Background: an optimization exercise with open tools, aiming at small area, a short achievable clock period and few clock cycles. Do not read the settings as production practice. The RTL was checked by simulation tests, not by an equivalence proof against the original design.

## hall_engine
module hall_engine (
    input  wire        clk,
    input  wire        rst,
    input  wire        ev_valid,
    input  wire [1:0]  ev_kind,       
    input  wire [31:0] ev_cmd,
    output wire        ev_ready,
    output reg         rsp_valid,
    output wire [31:0] rsp_result,
    output wire [7:0]  rsp_status,
    output wire        bus_valid,
    output reg         bus_write,
    output reg  [7:0]  bus_addr,
    output reg  [7:0]  bus_wdata,
    output wire [4:0]  bus_len,
    input  wire        bus_ready,
    input  wire        bus_ack,
    input  wire [23:0] bus_rdata,
    output wire        irq_request,
    input  wire        irq_grant,
    output reg         irq_release,
    output reg         sched_valid,
    output wire [15:0] sched_ms,
    output reg         cancel_valid,
    output reg         pub_valid,
    output wire [1:0]  pub_zone,
    output reg         log_valid,
    output wire [2:0]  log_code,
    output reg         alive,
    output reg         dead
);
==> flow/config.mk <==
export PLATFORM = sky130hd
export DESIGN_NAME = hall_engine
export DESIGN_NICKNAME = hall_engine
export VERILOG_FILES = /design/flow/design.v
export SDC_FILE = /design/flow/constraint.sdc
export NUM_CORES = 4
export LEC_CHECK = 0
export CAP_MARGIN = 20
export CORE_MARGIN = 2
export CORE_UTILIZATION = 40
export PLACE_DENSITY = 0.7
export SLEW_MARGIN = 20
==> flow/constraint.sdc <==
create_clock -name core_clock -period 10.0 [get_ports {clk}]
set_input_delay 2.0000 -clock core_clock [delete_from_list [all_inputs] [get_ports {clk}]]
set_output_delay 2.0000 -clock core_clock [all_outputs]
set_load 0.01 [all_outputs]
standard.sh (not shown) runs the stock make flow with config.mk's settings and CLKGATE_MAP_FILE= SYNTH_SCRIPT=/design/flow/synth_recipe.tcl, a recipe that flattens the netlist after the stock synthesis.
==> flow/flow/run.sh <==
#!/bin/bash
# Layout: the standard flow (standard synthesis unchanged) with plain buffers on the
# ports and a larger setup margin for the resizer's timing repair. Each step's output goes
# to a log of its own.
set -euo pipefail
bash standard.sh synth > synth.log 2>&1
bash standard.sh finish SETUP_SLACK_MARGIN=6.5 "BUFFER_PORTS_ARGS=-buffer_cell sky130_fd_sc_hd__buf_1" > layout.log 2>&1
The first run ran to the end with no violations.
Testbench counts at the start, summed over its fixed seeds: cycles 11,798.
Change:
--- a/flow/flow/run.sh
+++ b/flow/flow/run.sh
@@ -6,2 +6,2 @@
 bash standard.sh synth > synth.log 2>&1
-bash standard.sh finish SETUP_SLACK_MARGIN=6.5 "BUFFER_PORTS_ARGS=-buffer_cell sky130_fd_sc_hd__buf_1" > layout.log 2>&1
+bash standard.sh finish SETUP_SLACK_MARGIN=6.4 "BUFFER_PORTS_ARGS=-buffer_cell sky130_fd_sc_hd__buf_1" > layout.log 2>&1
--- a/flow/config.mk
+++ b/flow/config.mk
@@ -10,3 +10,2 @@
 export CORE_UTILIZATION = 40
-export PLACE_DENSITY = 0.7
 export SLEW_MARGIN = 20
Result: The new run completed with no timing, DRC or antenna violations. Final area came out lower by a few percent. Synthesized area stays the same. Sequential share of layout area grows by 0.73 points. Wire length goes down slightly.
Change:
--- a/flow/flow/run.sh
+++ b/flow/flow/run.sh
@@ -6,2 +6,2 @@
 bash standard.sh synth > synth.log 2>&1
-bash standard.sh finish SETUP_SLACK_MARGIN=6.4 "BUFFER_PORTS_ARGS=-buffer_cell sky130_fd_sc_hd__buf_1" > layout.log 2>&1
+bash standard.sh finish SETUP_SLACK_MARGIN=6.5 "BUFFER_PORTS_ARGS=-buffer_cell sky130_fd_sc_hd__buf_1" > layout.log 2>&1
Hold slack barely changes.
Sequential cell count does not change.
Core utilization grows by 1.3 points.
Change:
--- a/flow/flow/run.sh
+++ b/flow/flow/run.sh
@@ -6,2 +6,2 @@
 bash standard.sh synth > synth.log 2>&1
-bash standard.sh finish SETUP_SLACK_MARGIN=6.5 "BUFFER_PORTS_ARGS=-buffer_cell sky130_fd_sc_hd__buf_1" > layout.log 2>&1
+bash standard.sh finish SETUP_SLACK_MARGIN=6.75 "BUFFER_PORTS_ARGS=-buffer_cell sky130_fd_sc_hd__buf_4" > layout.log 2>&1
Die area does not change.
Hold slack barely changes.
Fmax grows by about 1.3%.
Clock-buffer cell count shrinks by 8.
Flip-flop and latch count stays the same.
First-iteration DRC count shrinks by about 5%.
Register-to-register slack improved by 100 ps.
Worst setup slack improved by 46 ps.

## port drivers added, routing unchanged
The results above use ideal ports. As a check the final layouts listed here were re-extracted and re-timed, cells and wires unchanged.
Step 1, drivers: a clkbuf_16 drives clk and a buf_2 each remaining input, both assumed.
Step 2 also shifts input and output timing later by t, the mid clock arrival at the registers, as if the neighbouring blocks saw the same clock.
a / b / c = ideal / step 1 / step 2; a / b = the first two.
run | t (ns) | setup WS [ns] | worst register clock-pin slew, ns | worst slew at a driven data input, ns
the first run | 0.605 | 6.470 / 6.433 / 5.876 | 0.06 / 0.06 | 0.06
the second run | 0.625 | 6.417 / 6.366 / 5.827 | 0.07 / 0.07 | 0.04
the third run | 0.637 | 6.442 / 6.395 / 5.814 | 0.06 / 0.06 | 0.07
the fourth run | 0.633 | 6.488 / 6.437 / 5.889 | 0.06 / 0.06 | 0.18
After both steps setup and hold are still met in every run listed. The setup slack of the third run, which loses most, moves by -0.047 ns with the drivers and by -0.628 ns with both steps.
